Background: an optimization exercise with open tools, aiming at small area. Do not read the settings as production practice.
RTL that was checked went through simulation tests only; none was proved equivalent to the original.
Power and IR drop assume default switching activity.

== red ==
## ssd1675a_ctrl
module ssd1675a_ctrl(clk, rst, cmd_valid, cmd_ready, cmd_opc, cmd_code, cmd_has_payload, cmd_len, cmd_x0, cmd_x1, cmd_y0, cmd_y1, dat_valid, dat_ready, dat_byte, done, status, seq_ready, spi_sclk, spi_mosi, spi_cs_n
, spi_dc, panel_rst_n, panel_busy);
==> flow/config.mk <==
export PLATFORM = sky130hd
export DESIGN_NAME = ssd1675a_ctrl
export DESIGN_NICKNAME = ssd1675a_ctrl
export VERILOG_FILES = /design/flow/design.v
export SDC_FILE = /design/flow/constraint.sdc
export NUM_CORES = 4
export LEC_CHECK = 0
export ABC_AREA = 1
export CAP_MARGIN = 20
export CORE_MARGIN = 2
export CORE_UTILIZATION = 40
export PLACE_DENSITY = 0.6
export SLEW_MARGIN = 20
==> flow/constraint.sdc <==
create_clock -name core_clock -period 10.0 [get_ports {clk}]
set_input_delay 2.0000 -clock core_clock [delete_from_list [all_inputs] [get_ports {clk}]]
set_output_delay 2.0000 -clock core_clock [all_outputs]
set_load 0.01 [all_outputs]
standard.sh (not shown) runs the stock make flow with config.mk's settings and CLKGATE_MAP_FILE= SYNTH_SCRIPT=/design/flow/synth_recipe.tcl, a recipe that flattens the netlist after the stock synthesis.
==> flow/flow/run.sh <==
#!/bin/bash
# The standard layout (standard.sh), with these changes to how it is made:
#  - synthesis maps the logic with flow/abc_area.script (an area-oriented ABC
#    mapping, selected by ABC_AREA=1 in config.mk), from a private copy of the ORFS
#    scripts folder; every other file in that folder is ORFS's own, unchanged;
#  - synthesis does not extract half/full adders (ADDER_MAP_FILE empty), so ABC
#    maps that logic too;
#  - every input and output port gets sky130_fd_sc_hd__buf_1 as its buffer;
#  - clock tree synthesis runs with ORFS's default arguments plus
#    -dont_use_dummy_load (no dummy load cells on the clock tree).
# Registers are those of the standard synthesis (dfflibmap runs before ABC).
set -euo pipefail
rm -rf scripts_local
cp -r "$FLOW_HOME/scripts" scripts_local
cp flow/abc_area.script scripts_local/abc_area.script
export SCRIPTS_DIR="$PWD/scripts_local"
export ADDER_MAP_FILE=
export BUFFER_PORTS_ARGS="-buffer_cell sky130_fd_sc_hd__buf_1"
export CTS_ARGS="-sink_clustering_enable -repair_clock_nets -dont_use_dummy_load"
bash standard.sh > standard_flow.log 2>&1
==> flow/flow/abc_area.script <==
strash
dch -f
amap -F 1000
topo
Both conditions hold for red: the flow ran to the end and the final layout passed the timing, design-rule and antenna checks.
--- input diff red..blue ---
Settings: PLACE_DENSITY changed from 0.6 to 0.85; CORE_UTILIZATION changed from 40 to 65.
diff --git a/flow/flow/run.sh b/flow/flow/run.sh
--- a/flow/flow/run.sh
+++ b/flow/flow/run.sh
@@ -6,7 +6,5 @@
 #  - synthesis does not extract half/full adders (ADDER_MAP_FILE empty), so ABC
 #    maps that logic too;
-#  - every input and output port gets sky130_fd_sc_hd__buf_1 as its buffer;
-#  - clock tree synthesis runs with ORFS's default arguments plus
-#    -dont_use_dummy_load (no dummy load cells on the clock tree).
+#  - every input and output port gets sky130_fd_sc_hd__buf_1 as its buffer.
 # Registers are those of the standard synthesis (dfflibmap runs before ABC).
 set -euo pipefail
@@ -17,4 +15,3 @@
 export ADDER_MAP_FILE=
 export BUFFER_PORTS_ARGS="-buffer_cell sky130_fd_sc_hd__buf_1"
-export CTS_ARGS="-sink_clustering_enable -repair_clock_nets -dont_use_dummy_load"
 bash standard.sh > standard_flow.log 2>&1
--- outcome ---
blue went all the way through synthesis, placement and routing and the layout is clean on timing, DRC and antenna. Looking at share of post-route cells with drive strength above 1 across blue and red, the one that comes out lower is red. Of blue and red, it is blue that has the higher clock-buffer cell count. On area growth from synthesis to layout, blue and red are basically level.
Setup changes, blue to green
Settings: PLACE_DENSITY now 0.6, was 0.85; CORE_UTILIZATION now 40, was 65.
Results
The flow did not stop early for green: all stages ran, and the layout cleared the timing, design-rule and antenna checks.
green — utilization 29 points lower, blue as reference
| worst setup slack after layout | green vs blue | 150 ps higher |
Between blue and green, the source-to-sink clock delay at the later pin of the worst-skew pair figures differ only marginally.
The hold slack number comes out lower for green vs blue.
The estimated power of green ends up higher than the estimate for blue.

* * *

Setup of before:
Another version of the RTL of ssd1675a_ctrl (not shown whole).
For scale: about 53 flip-flops, about 5700 um2 of cells after synthesis.
==> flow/design.v (excerpt) <==
module ssd1675a_ctrl (
    input  wire        clk,
    input  wire        rst,
    input  wire        cmd_valid,
    output wire        cmd_ready,
    input  wire [3:0]  cmd_opc,
    input  wire [7:0]  cmd_code,
    input  wire        cmd_has_payload,
    input  wire [15:0] cmd_len,
    input  wire [7:0]  cmd_x0,
    input  wire [7:0]  cmd_x1,
    input  wire [15:0] cmd_y0,
    input  wire [15:0] cmd_y1,
    input  wire        dat_valid,
    output wire        dat_ready,
    input  wire [7:0]  dat_byte,
    output reg         done,
    output wire [2:0]  status,
    output reg         seq_ready,
    output reg         spi_sclk,
    output wire        spi_mosi,
    output reg         spi_cs_n,
    output reg         spi_dc,
    output reg         panel_rst_n,
    input  wire        panel_busy
);
Settings: LEC_CHECK=0, CAP_MARGIN=20, CORE_MARGIN=2, CORE_UTILIZATION=40, PLACE_DENSITY=0.6, SLEW_MARGIN=20; clock period 10.0 ns.
==> flow/flow/run.sh <==
#!/bin/bash
# The standard layout, with the smallest buffer on each port and power recovery
# (downsizing of cells off the critical paths) after global routing.
set -euo pipefail
export BUFFER_PORTS_ARGS="-buffer_cell sky130_fd_sc_hd__buf_1"
export RECOVER_POWER=100
bash standard.sh > standard_flow.log 2>&1
before ran in full, but the layout does not pass; the checks complain about max-capacitance violations, max-slew violations.
Input changes introduced in after (baseline for comparison: before):
# before
export LEC_CHECK = 0
export CAP_MARGIN = 20
export CORE_MARGIN = 2
export CORE_UTILIZATION = 40
export PLACE_DENSITY = 0.6
export SLEW_MARGIN = 20
create_clock -name core_clock -period 10.0 [get_ports {clk}]
# after
export LEC_CHECK = 0
export CAP_MARGIN = 20
export CORE_MARGIN = 2
export CORE_UTILIZATION = 40
export CTS_BUF_LIST = sky130_fd_sc_hd__clkbuf_8
export PLACE_DENSITY = 0.6
export SLEW_MARGIN = 20
create_clock -name core_clock -period 10.0 [get_ports {clk}]
==> flow/run.sh (new file) <==
#!/bin/bash
# synth_recipe.tcl (not shown) runs the flow's synth.tcl, then flattens the netlist and writes it again
# the make line also repeats each setting of config.mk as NAME=value (left out here)
make -C /OpenROAD-flow-scripts/flow DESIGN_CONFIG=/design/flow/config.mk WORK_HOME=/design/flow/orfs CLKGATE_MAP_FILE= SYNTH_SCRIPT=/design/flow/synth_recipe.tcl finish
removed: flow/flow/run.sh
removed: flow/standard.sh
Notes after the runs:
- Via count of before is on par with after.
- As of after, highest achievable clock rate had risen by a little under 10% compared to before.
- edfxtp_1 as the critical-path cell with the highest stage delay was reported by after, and a2111oi_0 by before.
- after completed end to end with timing, DRC and antenna clean.
- On area of the placeable core, after tracks before almost exactly.
- Going from before to after, final critical path time including I/O delays and setup shrinks by 600 ps.
- [compare] base=before new=after: post-synthesis share of cell area spent on full adders, half adders and majority gates shows no meaningful change; worst setup slack shows an increase of 600 ps; synthesized cell count shows no meaningful change; share of the cycle needed by the critical path after routing shows a reduction of 6.0 points.
- The portion of total power attributed to the clock network number comes out higher for before vs after.
No run of this note included a check of the RTL's function; only the layout flow was run.

==> what the ideal ports hide <==
In the flow no input, the clock included, has a driving cell. The finished layouts below were timed again as built, in two steps. Step 1 assumes that a clkbuf_16 drives the clock port and a buf_2 every other input. Step 2, shift: input delay + t, output delay - t, t = (earliest + latest rising clock arrival at the registers) / 2. This alone moves slack from input paths to output paths. a / b / c = no drivers / after step 1 / after step 2; a / b = the first two.
run | t, ns | slack for setup (ns) | worst setup path after step 2
red | 0.326 | 2.867 / 2.832 / 3.157 | register to output
blue | 0.342 | 2.692 / 2.660 / 3.002 | register to output
green | 0.335 | 2.844 / 2.810 / 3.144 | register to output
before | 0.348 | 2.830 / 2.788 / 3.136 | register to output
after | 0.358 | 3.432 / 3.393 / 3.751 | register to output
